From an optimization exercise on the open Yosys and OpenROAD flow, aimed at small area, a short achievable clock period and few clock cycles; shortcuts taken in it are not production practice. Only simulation tests tie the RTL to the original design; equivalence was not proved.

==> flow/design.v <==
module rps_serial_core (
    input  wire       clk,
    input  wire       rst,         
    input  wire       drv_ready,   
    input  wire [7:0] in_port,     
    input  wire [9:0] dist_mm,     
    input  wire       tick,        
    input  wire       rx_valid,
    input  wire [7:0] rx_data,
    output wire       rx_ready,
    output wire       tx_valid,
    output wire [7:0] tx_data,
    input  wire       tx_ready,
    output wire [7:0] out_port     
);
    localparam [2:0] S_HUNT  = 3'd0,
                     S_LEN   = 3'd1,
                     S_PAY   = 3'd2,
                     S_PARSE = 3'd3,
                     S_EXEC  = 3'd4,
                     S_TX    = 3'd5;
    localparam [2:0] R_OKAY  = 3'd0,
                     R_NC    = 3'd1,    
                     R_IBIT  = 3'd2,    
                     R_IMOT  = 3'd3,    
                     R_UNK   = 3'd4,    
                     R_POLL  = 3'd5,
                     R_XDOM  = 3'd6;
    localparam [1:0] D_STOP = 2'd0, D_FWD = 2'd1, D_REV = 2'd2;
    localparam K_POLL = 0, K_O = 1, K_RESET = 2, K_XDOM = 3, K_MD = 4, K_MP = 5,
               K_TRUE = 6, K_FALSE = 7, K_STOPPED = 8, K_FORWARD = 9, K_REVERSE = 10;
    localparam NKW = 11;
    localparam [8*15-1:0] STR_XDOMN = "crossdomain.xml";
    localparam [8*9-1:0]  STR_RESET = "reset_all";
    localparam [8*7-1:0]  STR_STOPPED = "Stopped";
    localparam [8*7-1:0]  STR_FORWARD = "Forward";
    localparam [8*7-1:0]  STR_REVERSE = "Reverse";
    localparam [8*5-1:0]  STR_FALSE = "false";
    localparam [8*4-1:0]  STR_TRUE  = "true";
    localparam [8*4-1:0]  STR_POLL  = "poll";
    localparam [8*4-1:0]  STR_OKAY = "okay";
    localparam [8*47-1:0] STR_NC   = "_problem The Digital 2 Piface is not connected.";
    localparam [8*20-1:0] STR_IBIT = "_problem invalid bit";
    localparam [8*26-1:0] STR_IMOT = "_problem: invalid motor id";
    localparam [8*26-1:0] STR_UNK  = "_problem unknown command: ";
    localparam [8*91-1:0] STR_XDOM =
        "<cross-domain-policy><allow-access-from domain=\"*\" to-ports=\"50210\"/></cross-domain-policy>";
    function [4:0] kw_len(input integer k);
        case (k)
            K_POLL:    kw_len = 5'd4;
            K_O:       kw_len = 5'd1;
            K_RESET:   kw_len = 5'd9;
            K_XDOM:    kw_len = 5'd15;
            K_MD:      kw_len = 5'd2;
            K_MP:      kw_len = 5'd2;
            K_TRUE:    kw_len = 5'd4;
            K_FALSE:   kw_len = 5'd5;
            default:   kw_len = 5'd7;
        endcase
    endfunction
    function [7:0] kw_char(input integer k, input [4:0] p);
        kw_char = 8'h00;
        case (k)
            K_POLL:    if (p < 4)  kw_char = STR_POLL[8*(3-p) +: 8];
            K_O:       if (p < 1)  kw_char = "o";
            K_RESET:   if (p < 9)  kw_char = STR_RESET[8*(8-p) +: 8];
            K_XDOM:    if (p < 15) kw_char = STR_XDOMN[8*(14-p) +: 8];
            K_MD:      if (p < 2)  kw_char = (p == 0) ? "m" : "d";
            K_MP:      if (p < 2)  kw_char = (p == 0) ? "m" : "p";
            K_TRUE:    if (p < 4)  kw_char = STR_TRUE[8*(3-p) +: 8];
            K_FALSE:   if (p < 5)  kw_char = STR_FALSE[8*(4-p) +: 8];
            K_STOPPED: if (p < 7)  kw_char = STR_STOPPED[8*(6-p) +: 8];
            K_FORWARD: if (p < 7)  kw_char = STR_FORWARD[8*(6-p) +: 8];
            K_REVERSE: if (p < 7)  kw_char = STR_REVERSE[8*(6-p) +: 8];
            default:   kw_char = 8'h00;
        endcase
    endfunction
    reg [2:0]  state;
    reg [7:0]  len;           
    reg [7:0]  cnt;           
    reg [7:0]  buffer [0:254];
    reg [8:0]  idx;           
    reg [7:0]  out_r;
    reg [1:0]  ch_dir [0:1];
    reg [2:0]  ch_pow [0:1];
    reg [31:0] tick_cnt;
    reg [2:0]  slashes;       
    reg [4:0]  sp_pos;        
    reg        sp_neg, sp_bad, sp_dig, sp_ovf;
    reg [31:0] sp_acc;
    reg [NKW-1:0] kw_ok;
    reg [23:0] win;           
    reg        has_poll;
    reg [2:0]  name_code;     
    reg        a_int_ok [0:1];
    reg        a_is0    [0:1];
    reg        a_is1    [0:1];
    reg [2:0]  a_pow    [0:1];
    reg        a_true   [0:1];
    reg        a_false  [0:1];
    reg [1:0]  a_dir    [0:1];
    reg [2:0]  rkind;
    reg [8:0]  rlen;          
    reg [1:0]  hdr;           
    reg [8:0]  pos;           
    reg [7:0]  p_in, p_latch;
    reg [3:0]  p_line;        
    reg [3:0]  p_ci;          
    reg [3:0]  dig [0:3];     
    reg [2:0]  ndig;
    assign rx_ready = (state == S_HUNT) || (state == S_LEN) || (state == S_PAY);
    wire   rx_fire  = rx_valid && rx_ready;
    assign tx_valid = (state == S_TX);
    wire   tx_fire  = tx_valid && tx_ready;
    assign out_port = out_r;
    wire [8:0] rd_addr = (state == S_TX) ? (pos - 9'd26) : idx;
    wire [7:0] rd_data = (rd_addr < 9'd255) ? buffer[rd_addr[7:0]] : 8'h00;
    wire        at_end  = (idx == {1'b0, len});
    wire [7:0]  ch      = rd_data;
    wire        is_dig  = (ch >= "0") && (ch <= "9");
    wire [35:0] acc_nx  = sp_acc * 10 + (ch - "0");
    reg [NKW-1:0] kw_match;    
    integer k;
    always @(*) begin
        for (k = 0; k < NKW; k = k + 1)
            kw_match[k] = kw_ok[k] && (sp_pos == kw_len(k));
    end
    wire seg_int_ok = sp_dig && !sp_bad && !sp_ovf &&
                      (sp_neg ? (sp_acc <= 32'h8000_0000) : (sp_acc <= 32'h7fff_ffff));
    wire seg_is0    = (sp_acc == 32'd0);
    wire seg_is1    = !sp_neg && (sp_acc == 32'd1);
    wire [2:0] seg_pow = sp_neg ? 3'd0 : ((sp_acc >= 32'd6) ? 3'd6 : sp_acc[2:0]);
    wire [1:0] seg_dir = kw_match[K_FORWARD] ? D_FWD :
                         kw_match[K_REVERSE] ? D_REV : D_STOP;
    reg  [2:0] seg_name;
    always @(*) begin
        seg_name = 3'd7;
        if      (kw_match[K_POLL])  seg_name = K_POLL;
        else if (kw_match[K_O])     seg_name = K_O;
        else if (kw_match[K_RESET]) seg_name = K_RESET;
        else if (kw_match[K_XDOM])  seg_name = K_XDOM;
        else if (kw_match[K_MD])    seg_name = K_MD;
        else if (kw_match[K_MP])    seg_name = K_MP;
    end
    reg [2:0] ex_kind;
    reg       ex_o, ex_o_val, ex_o_bit;    
    reg       ex_stop_all;
    reg       ex_md, ex_mp, ex_ch;
    always @(*) begin
        ex_kind = R_UNK;
        ex_o = 1'b0; ex_o_val = 1'b0; ex_o_bit = 1'b0;
        ex_stop_all = 1'b0; ex_md = 1'b0; ex_mp = 1'b0; ex_ch = 1'b0;
        if (slashes != 3'd0) begin
            case (name_code)
                K_POLL:  ex_kind = drv_ready ? R_POLL : R_NC;
                K_RESET: begin ex_kind = R_OKAY; ex_stop_all = 1'b1; end
                K_XDOM:  ex_kind = R_XDOM;
                K_O: begin
                    if (slashes >= 3'd3 && a_int_ok[0] && (a_true[1] || a_false[1])) begin
                        if (a_is0[0] || a_is1[0]) begin
                            ex_kind = R_OKAY; ex_o = 1'b1;
                            ex_o_val = a_true[1]; ex_o_bit = a_is1[0];
                        end else
                            ex_kind = R_IBIT;
                    end
                end
                K_MD: begin
                    if (slashes >= 3'd3 && a_int_ok[0]) begin
                        if (a_is0[0] || a_is1[0]) begin
                            ex_kind = R_OKAY; ex_md = 1'b1; ex_ch = a_is1[0];
                        end else
                            ex_kind = R_IMOT;
                    end
                end
                K_MP: begin
                    if (slashes >= 3'd3 && a_int_ok[0] && a_int_ok[1]) begin
                        if (a_is0[0] || a_is1[0]) begin
                            ex_kind = R_OKAY; ex_mp = 1'b1; ex_ch = a_is1[0];
                        end else
                            ex_kind = R_IMOT;
                    end
                end
                default: ex_kind = R_UNK;
            endcase
        end
    end
    reg  [3:0] n_false;
    integer b;
    always @(*) begin
        n_false = 4'd0;
        for (b = 0; b < 7; b = b + 1)
            if (!in_port[b]) n_false = n_false + 4'd1;
        if (!out_r[1]) n_false = n_false + 4'd1;
        if (!out_r[2]) n_false = n_false + 4'd1;
    end
    wire [2:0] d_ndig = (dist_mm >= 10'd1000) ? 3'd4 :
                        (dist_mm >= 10'd100)  ? 3'd3 :
                        (dist_mm >= 10'd10)   ? 3'd2 : 3'd1;
    wire [3:0] d_th = dist_mm / 1000;
    wire [3:0] d_hu = (dist_mm / 100) % 10;
    wire [3:0] d_te = (dist_mm / 10) % 10;
    wire [3:0] d_on = dist_mm % 10;
    reg [8:0] ex_len;
    always @(*) begin
        case (ex_kind)
            R_OKAY:  ex_len = 9'd5;
            R_NC:    ex_len = 9'd48;
            R_IBIT:  ex_len = 9'd20;
            R_IMOT:  ex_len = 9'd27;
            R_UNK:   ex_len = 9'd27 + {1'b0, len};
            R_POLL:  ex_len = 9'd84 + n_false + d_ndig;
            default: ex_len = 9'd92;
        endcase
    end
    reg       pl_is_o;
    reg [2:0] pl_num;
    reg       pl_bit;
    always @(*) begin
        pl_is_o = 1'b0; pl_num = 3'd0; pl_bit = 1'b0;
        case (p_line)
            4'd0: begin pl_num = 3'd0; pl_bit = p_in[0]; end
            4'd1: begin pl_num = 3'd1; pl_bit = p_in[1]; end
            4'd2: begin pl_is_o = 1'b1; pl_num = 3'd0; pl_bit = p_latch[1]; end
            4'd3: begin pl_num = 3'd2; pl_bit = p_in[2]; end
            4'd4: begin pl_is_o = 1'b1; pl_num = 3'd1; pl_bit = p_latch[2]; end
            4'd5: begin pl_num = 3'd3; pl_bit = p_in[3]; end
            4'd6: begin pl_num = 3'd4; pl_bit = p_in[4]; end
            4'd7: begin pl_num = 3'd5; pl_bit = p_in[5]; end
            default: begin pl_num = 3'd6; pl_bit = p_in[6]; end
        endcase
    end
    wire [3:0] pl_len = (p_line == 4'd9) ? ({1'b0, ndig} + 4'd3) :
                        (pl_bit ? 4'd9 : 4'd10);
    reg [7:0] poll_char;
    always @(*) begin
        poll_char = 8'h0a;
        if (p_line == 4'd9) begin
            if (p_ci == 4'd0)      poll_char = "d";
            else if (p_ci == 4'd1) poll_char = " ";
            else if (p_ci < {1'b0, ndig} + 4'd2) poll_char = "0" + dig[p_ci[1:0] - 2'd2];
            else                   poll_char = 8'h0a;
        end else begin
            case (p_ci)
                4'd0: poll_char = pl_is_o ? "o" : "i";
                4'd1: poll_char = "/";
                4'd2: poll_char = "0" + pl_num;
                4'd3: poll_char = " ";
                default: begin
                    if (pl_bit) poll_char = (p_ci < 4'd8) ? STR_TRUE[8*(7-p_ci) +: 8] : 8'h0a;
                    else        poll_char = (p_ci < 4'd9) ? STR_FALSE[8*(8-p_ci) +: 8] : 8'h0a;
                end
            endcase
        end
    end
    reg [7:0] body_char;
    always @(*) begin
        body_char = 8'h0a;
        case (rkind)
            R_OKAY: if (pos < 9'd4)  body_char = STR_OKAY[8*(3-pos) +: 8];
            R_NC:   if (pos < 9'd47) body_char = STR_NC[8*(46-pos) +: 8];
            R_IBIT: body_char = STR_IBIT[8*(19-pos) +: 8];
            R_IMOT: if (pos < 9'd26) body_char = STR_IMOT[8*(25-pos) +: 8];
            R_UNK: begin
                if (pos < 9'd26)                   body_char = STR_UNK[8*(25-pos) +: 8];
                else if (pos < 9'd26 + {1'b0, len}) body_char = rd_data;
            end
            R_POLL: body_char = poll_char;
            default: if (pos < 9'd91) body_char = STR_XDOM[8*(90-pos) +: 8];
        endcase
    end
    assign tx_data = (hdr == 2'd0) ? 8'haa :
                     (hdr == 2'd1) ? {7'd0, rlen[8]} :
                     (hdr == 2'd2) ? rlen[7:0] : body_char;
    function [2:0] on_ticks(input [2:0] p);
        case (p)
            3'd0: on_ticks = 3'd0;
            3'd1: on_ticks = 3'd1;
            3'd2: on_ticks = 3'd1;
            3'd3: on_ticks = 3'd1;
            3'd4: on_ticks = 3'd2;
            3'd5: on_ticks = 3'd3;
            default: on_ticks = 3'd5;
        endcase
    endfunction
    function [2:0] off_ticks(input [2:0] p);
        case (p)
            3'd0: off_ticks = 3'd5;
            3'd1: off_ticks = 3'd3;
            3'd2: off_ticks = 3'd2;
            3'd3: off_ticks = 3'd1;
            3'd4: off_ticks = 3'd1;
            3'd5: off_ticks = 3'd1;
            default: off_ticks = 3'd0;
        endcase
    endfunction
    reg [1:0] tgt [0:1];
    reg [31:0] per, phase;
    integer c;
    always @(*) begin
        for (c = 0; c < 2; c = c + 1) begin
            per   = {29'd0, on_ticks(ch_pow[c])} + {29'd0, off_ticks(ch_pow[c])};
            phase = tick_cnt % per;
            tgt[c] = (phase < {29'd0, off_ticks(ch_pow[c])}) ? D_STOP : ch_dir[c];
        end
    end
    reg [7:0] out_nx;
    always @(*) begin
        out_nx = out_r;
        if (state == S_EXEC && ex_o) begin
            if (ex_o_bit) out_nx[2] = ex_o_val;
            else          out_nx[1] = ex_o_val;
        end
        if (tick && drv_ready) begin
            out_nx[4] = (tgt[0] == D_FWD);
            out_nx[5] = (tgt[0] == D_REV);
            out_nx[6] = (tgt[1] == D_FWD);
            out_nx[7] = (tgt[1] == D_REV);
        end
    end
    always @(posedge clk) begin
        if (state == S_PAY && rx_fire)
            buffer[cnt] <= rx_data;
    end
    always @(posedge clk) begin
        if (rst) begin
            state     <= S_HUNT;
            len       <= 8'd0;
            cnt       <= 8'd0;
            out_r     <= 8'd0;
            ch_dir[0] <= D_STOP; ch_dir[1] <= D_STOP;
            ch_pow[0] <= 3'd0;   ch_pow[1] <= 3'd0;
            tick_cnt  <= 32'd0;
            rkind     <= R_OKAY;
            rlen      <= 9'd0;
            hdr       <= 2'd0;
            pos       <= 9'd0;
        end else begin
            out_r <= out_nx;
            if (tick && drv_ready)
                tick_cnt <= tick_cnt + 32'd1;
            case (state)
                S_HUNT: if (rx_fire && rx_data == 8'haa) state <= S_LEN;
                S_LEN: if (rx_fire) begin
                    len <= rx_data;
                    cnt <= 8'd0;
                    state <= (rx_data == 8'd0) ? S_PARSE : S_PAY;
                end
                S_PAY: if (rx_fire) begin
                    cnt <= cnt + 8'd1;
                    if (cnt + 8'd1 == len) state <= S_PARSE;
                end
                S_PARSE: if (at_end) state <= S_EXEC;
                S_EXEC: begin
                    if (ex_stop_all) begin
                        ch_dir[0] <= D_STOP; ch_dir[1] <= D_STOP;
                    end
                    if (ex_md) ch_dir[ex_ch] <= a_dir[1];
                    if (ex_mp) ch_pow[ex_ch] <= a_pow[1];
                    rkind <= ex_kind;
                    rlen  <= ex_len;
                    hdr   <= 2'd0;
                    pos   <= 9'd0;
                    state <= has_poll ? S_TX : S_HUNT;
                end
                S_TX: if (tx_fire) begin
                    if (hdr != 2'd3) begin
                        hdr <= hdr + 2'd1;
                        if (hdr == 2'd2 && rlen == 9'd0) state <= S_HUNT;
                    end else begin
                        pos <= pos + 9'd1;
                        if (pos + 9'd1 == rlen) state <= S_HUNT;
                    end
                end
                default: state <= S_HUNT;
            endcase
        end
    end
    always @(posedge clk) begin
        if (state == S_LEN) begin
            idx      <= 9'd0;
            slashes  <= 3'd0;
            sp_pos   <= 5'd0;
            sp_neg   <= 1'b0; sp_bad <= 1'b0; sp_dig <= 1'b0; sp_ovf <= 1'b0;
            sp_acc   <= 32'd0;
            kw_ok    <= {NKW{1'b1}};
            win      <= 24'd0;
            has_poll <= 1'b0;
            name_code <= 3'd7;
        end else if (state == S_PARSE) begin
            idx <= idx + 9'd1;
            if (at_end || ch == "/") begin
                case (slashes)
                    3'd1: name_code <= seg_name;
                    3'd2, 3'd3: begin
                        a_int_ok[slashes[0] ? 1 : 0] <= seg_int_ok;
                        a_is0   [slashes[0] ? 1 : 0] <= seg_is0;
                        a_is1   [slashes[0] ? 1 : 0] <= seg_is1;
                        a_pow   [slashes[0] ? 1 : 0] <= seg_pow;
                        a_true  [slashes[0] ? 1 : 0] <= kw_match[K_TRUE];
                        a_false [slashes[0] ? 1 : 0] <= kw_match[K_FALSE];
                        a_dir   [slashes[0] ? 1 : 0] <= seg_dir;
                    end
                    default: ;
                endcase
                if (!at_end) begin
                    if (slashes != 3'd4) slashes <= slashes + 3'd1;
                    sp_pos  <= 5'd0;
                    sp_neg  <= 1'b0; sp_bad <= 1'b0; sp_dig <= 1'b0; sp_ovf <= 1'b0;
                    sp_acc  <= 32'd0;
                    kw_ok   <= {NKW{1'b1}};
                end
            end else if (slashes != 3'd0) begin
                if (sp_pos != 5'd31) sp_pos <= sp_pos + 5'd1;
                for (k = 0; k < NKW; k = k + 1)
                    if (sp_pos >= kw_len(k) || ch != kw_char(k, sp_pos))
                        kw_ok[k] <= 1'b0;
                if (ch == "-" && sp_pos == 5'd0)
                    sp_neg <= 1'b1;
                else if (is_dig) begin
                    sp_dig <= 1'b1;
                    if (!sp_ovf) begin
                        if (acc_nx > 36'h0_8000_0000) sp_ovf <= 1'b1;
                        else                          sp_acc <= acc_nx[31:0];
                    end
                end else
                    sp_bad <= 1'b1;
            end
            if (!at_end) begin
                win <= {win[15:0], ch};
                if ({win, ch} == STR_POLL) has_poll <= 1'b1;
            end
        end else if (state == S_EXEC) begin
            p_in    <= in_port;
            p_latch <= out_r;
            p_line  <= 4'd0;
            p_ci    <= 4'd0;
            ndig    <= d_ndig;
            case (d_ndig)
                3'd4:    begin dig[0] <= d_th; dig[1] <= d_hu; dig[2] <= d_te; dig[3] <= d_on; end
                3'd3:    begin dig[0] <= d_hu; dig[1] <= d_te; dig[2] <= d_on; dig[3] <= 4'd0; end
                3'd2:    begin dig[0] <= d_te; dig[1] <= d_on; dig[2] <= 4'd0; dig[3] <= 4'd0; end
                default: begin dig[0] <= d_on; dig[1] <= 4'd0; dig[2] <= 4'd0; dig[3] <= 4'd0; end
            endcase
        end else if (state == S_TX && tx_fire && hdr == 2'd3 && rkind == R_POLL) begin
            if (p_ci == pl_len - 4'd1) begin
                p_line <= p_line + 4'd1;
                p_ci   <= 4'd0;
            end else
                p_ci <= p_ci + 4'd1;
        end
    end
endmodule
==> flow/constraint.sdc <==
create_clock -name core_clock -period 110.0 [get_ports {clk}]
set_input_delay 22.0000 -clock core_clock [delete_from_list [all_inputs] [get_ports {clk}]]
set_output_delay 22.0000 -clock core_clock [all_outputs]
set_load 0.01 [all_outputs]
==> flow/run.sh <==
#!/bin/bash
# synth_recipe.tcl (not shown) runs the flow's synth.tcl, then flattens the netlist and writes it again
# the make line also repeats each setting of config.mk as NAME=value (left out here)
make -C /OpenROAD-flow-scripts/flow DESIGN_CONFIG=/design/flow/config.mk WORK_HOME=/design/flow/orfs CLKGATE_MAP_FILE= SYNTH_SCRIPT=/design/flow/synth_recipe.tcl finish
==> flow/config.mk <==
export PLATFORM = sky130hd
export DESIGN_NAME = rps_serial_core
export DESIGN_NICKNAME = rps_serial_core
export VERILOG_FILES = /design/flow/design.v
export SDC_FILE = /design/flow/constraint.sdc
export NUM_CORES = 4
export LEC_CHECK = 0
export CAP_MARGIN = 20
export CORE_MARGIN = 2
export CORE_UTILIZATION = 40
export PLACE_DENSITY = 0.6
export SLEW_MARGIN = 20
==> flow_summary.toml <==
[status]
status = "complete, no violations"

[global_routing]
grtUsageTotal = 0.232
grt_antenna_before_repair = 18
grt_pass1_vias = 107000
grt_max_degree = 163
grt_overflow = 0
grt_pass1_wl_mm = 656

[setup_path]
cp_slowest_stage_delay_ns = 0.90
cp_common_cell = "a21oi_1"
rr_worst_depth = 330
crit_path_start_kind = "flip-flop"
cp_slowest_cell = "or4_1"
cp.required_ns = 110.73
worst-path-stages = 330
crit_family = "simple AND/OR/NAND/NOR gates"
endpoint_kind = "flip-flop"
critPathBufInv = 12
critPathMaxFanout = 21
cp.arrival_ns = 87.67
path_class = "reg -> reg"

[sta]
maxSlewViolCount = 0
report.final.hold_viol_count = 0
period_share = 0.790
max_freq_mhz = 11.5
rsz0062_at_grt = "false"
setup-violations-final = 0
tightest_slew_ns = 1.21
period_needed_ns = 86.94
timing.slew.headroom = 0.183
tns_ns = 0
fin_skew_ns = 0.0929

[finish]
utilization = 0.437
fillers = 33900
final_nets = 15100
areaGrowthSynthToFinish_pct = 8.80
drive_above_1_share = 0.0686

[clocking]
cts_htree_levels = 4
cts_tree = "built"
cts.hold.buffers_added = 0
cts_root_buf = "clkbuf_16"
cts.sinks = 2268
post-cts-setup-buffers = 0
clk_pin_slew_worst_paths_ns = 0.06
clock_latency_ns = 0.93
cts_buffer_depth = 3
numCtsBuffers = 234
cts_resized = 0

[place]
hpwl_mm = 283
port_buffers = 46
gp_congestion = 0.921

[min_path]
hold_depth = 2
holdCritPathClass = "reg -> reg"

[synth]
yosysSeqAreaShare = 0.470
synth_edf_count = 2097
syn-cell-area_um2 = 141000
synthTopCellsByArea = "edfxtp_1 45%, nand2_1 7.3%, ha_1 3.9%, nand3_1 3.4%, nor2_1 3.2%"
synth.top_cells.by_count = "2755 x nand2_1, 2097 x edfxtp_1, 1209 x nor2_1, 972 x nand3_1, 787 x a21oi_1"
avgSynthCellArea_um2 = 9.39
synth_cell_types = 160
yosysTopAreaCell = "edfxtp_1"
ys_ff_latch = 2268
syn_inst = 15000
synthMostInstantiatedCell = "nand2_1"
ys.flop_type = "edfxtp_1"
yosys.area.top_type_share = 0.446
ys_async_sr_fraction = 0
ys_warn_count = 3

[detailed_routing]
drt-vias-per-instance = 5.97
drtIter0Drc = 11100
detail-route-antenna-nets = 0
drc_errors = 0
detail_route.first_pass.iterations = 8
wl_mm = 429
avgRoutedWirePerCell_um = 22.1
via_count = 116000

[floorplanning]
coreArea_um2 = 352000
initial_utilization = 0.401
fp.dieH_um = 598
die_x_um = 598
io_pins = 50
num_rows = 218
die-area_um2 = 358000

[run]
maxCapViolCount = 0
kinds of logic (layout without fill, tap and decap cells):
family          after synthesis  in the layout  synth area share
simple gates               6881           6881             0.231
compound gates             3386           3386             0.166
flops                      2268           2268             0.470
buf+inv                    1163            961            0.0328
xor+xnor                    641            641            0.0403
fa+ha+maj                   455            455            0.0406
mux                         240            240            0.0192
other cells                   1             10         0.0000266
area by class of cell:
cell class	count	area, um^2	share of cell area
Multi-Input combinational cell	11600	70500	0.459
Sequential cell	2268	66400	0.432
Clock buffer	280	6050	0.0394
Tap cell	4620	5780	0.0376
Timing Repair Buffer	244	2180	0.0142
Clock inverter	148	1610	0.0105
Inverter	289	1080	0.00706
Antenna cell	8	20.0	0.000130
cell usage in the layout (no fill, tap or decap), types with 286 or more instances in the layout:
cell type	count
ha_1	435
edfxtp_1	2097
a21oi_1	783
a311oi_1	286
nand3_1	970
nand2_1	2736
nor2_1	1205
nor3_1	381
xnor2_1	409
o21ai_0	543
flip-flops by register name (all words and copies together) (netlist names), 5 cells and up:
name and cells:
ch_pow 6, buffer 2040, len 8, sp_pos 5
out_r 6, kw_ok 10, cnt 8, dig 16
idx 9, p_in 7, tick_cnt 32, sp_acc 32
rlen 9, win 24, pos 9
path summary, 6_finish.rpt:
path,startpoint,to,slack [ns]
hold reg to reg,win[1],win[9],0.45
setup reg to reg,ch_pow[0][2],out_r[5],23.06
hold / removal,win[1],win[9],0.45
setup / recovery,ch_pow[0][2],out_r[5],23.06
per-layer routing:
metal / GRT usage / wire length, um
met1: 0.327 / 191000
met2: 0.375 / 197000
met3: 0.0254 / 27200
met4: 0.0681 / 13400
met5: 0 / 54
per-stage QoR:
| step | instances | area (um^2) | setup slack (ns) | hold WS (ns) |
|---|---|---|---|---|
| global placement | 19000 | 146000 | 24.80 | 0.444 |
| floorplan | 15000 | 141000 | 38.47 | 0.432 |
| finish | 19500 | 154000 | 23.06 | 0.450 |
| CTS | 19500 | 154000 | 23.65 | 0.447 |
| detailed placement | 19000 | 146000 | 24.09 | 0.449 |
| global route | 19500 | 154000 | 15.84 | 0.462 |
worst register-to-register path: cells and delay by family, from the launching register on:
family | cells | cell delay [ns]
DFF | 1 | 0.51
and+or+nand+nor | 129 | 36.86
buffers and inverters | 12 | 0.99
muxes | 4 | 1.42
AOI/OAI and AO/OA | 151 | 36.59
adders and majority gates | 34 | 10.47
Testbench counts, summed over its fixed seeds: cycles 33,589.

==> afterwards: timing with drivers on the ports <==
In the flow no input, the clock included, has a driving cell. The finished layout below was timed again as built, in two steps. Step 1, drivers: a clkbuf_16 drives clk and a buf_2 each remaining input, both assumed. Step 2, shift: input delay + t, output delay - t, t = (earliest + latest rising clock arrival at the registers) / 2. This alone moves slack from input paths to output paths. a / b / c = no drivers / after step 1 / after step 2; a / b = the first two.
shift t [ns]: 0.976
setup WS [ns]: 23.061 / 23.061 / 23.061
latest minus earliest clock arrival (ns): 0.101 / 0.101
worst slew at a driven data input, ns: 0.33
After both steps setup and hold are still met in this run. The setup slack of this run moves by 0.000 ns with the drivers and by 0.000 ns with both steps.
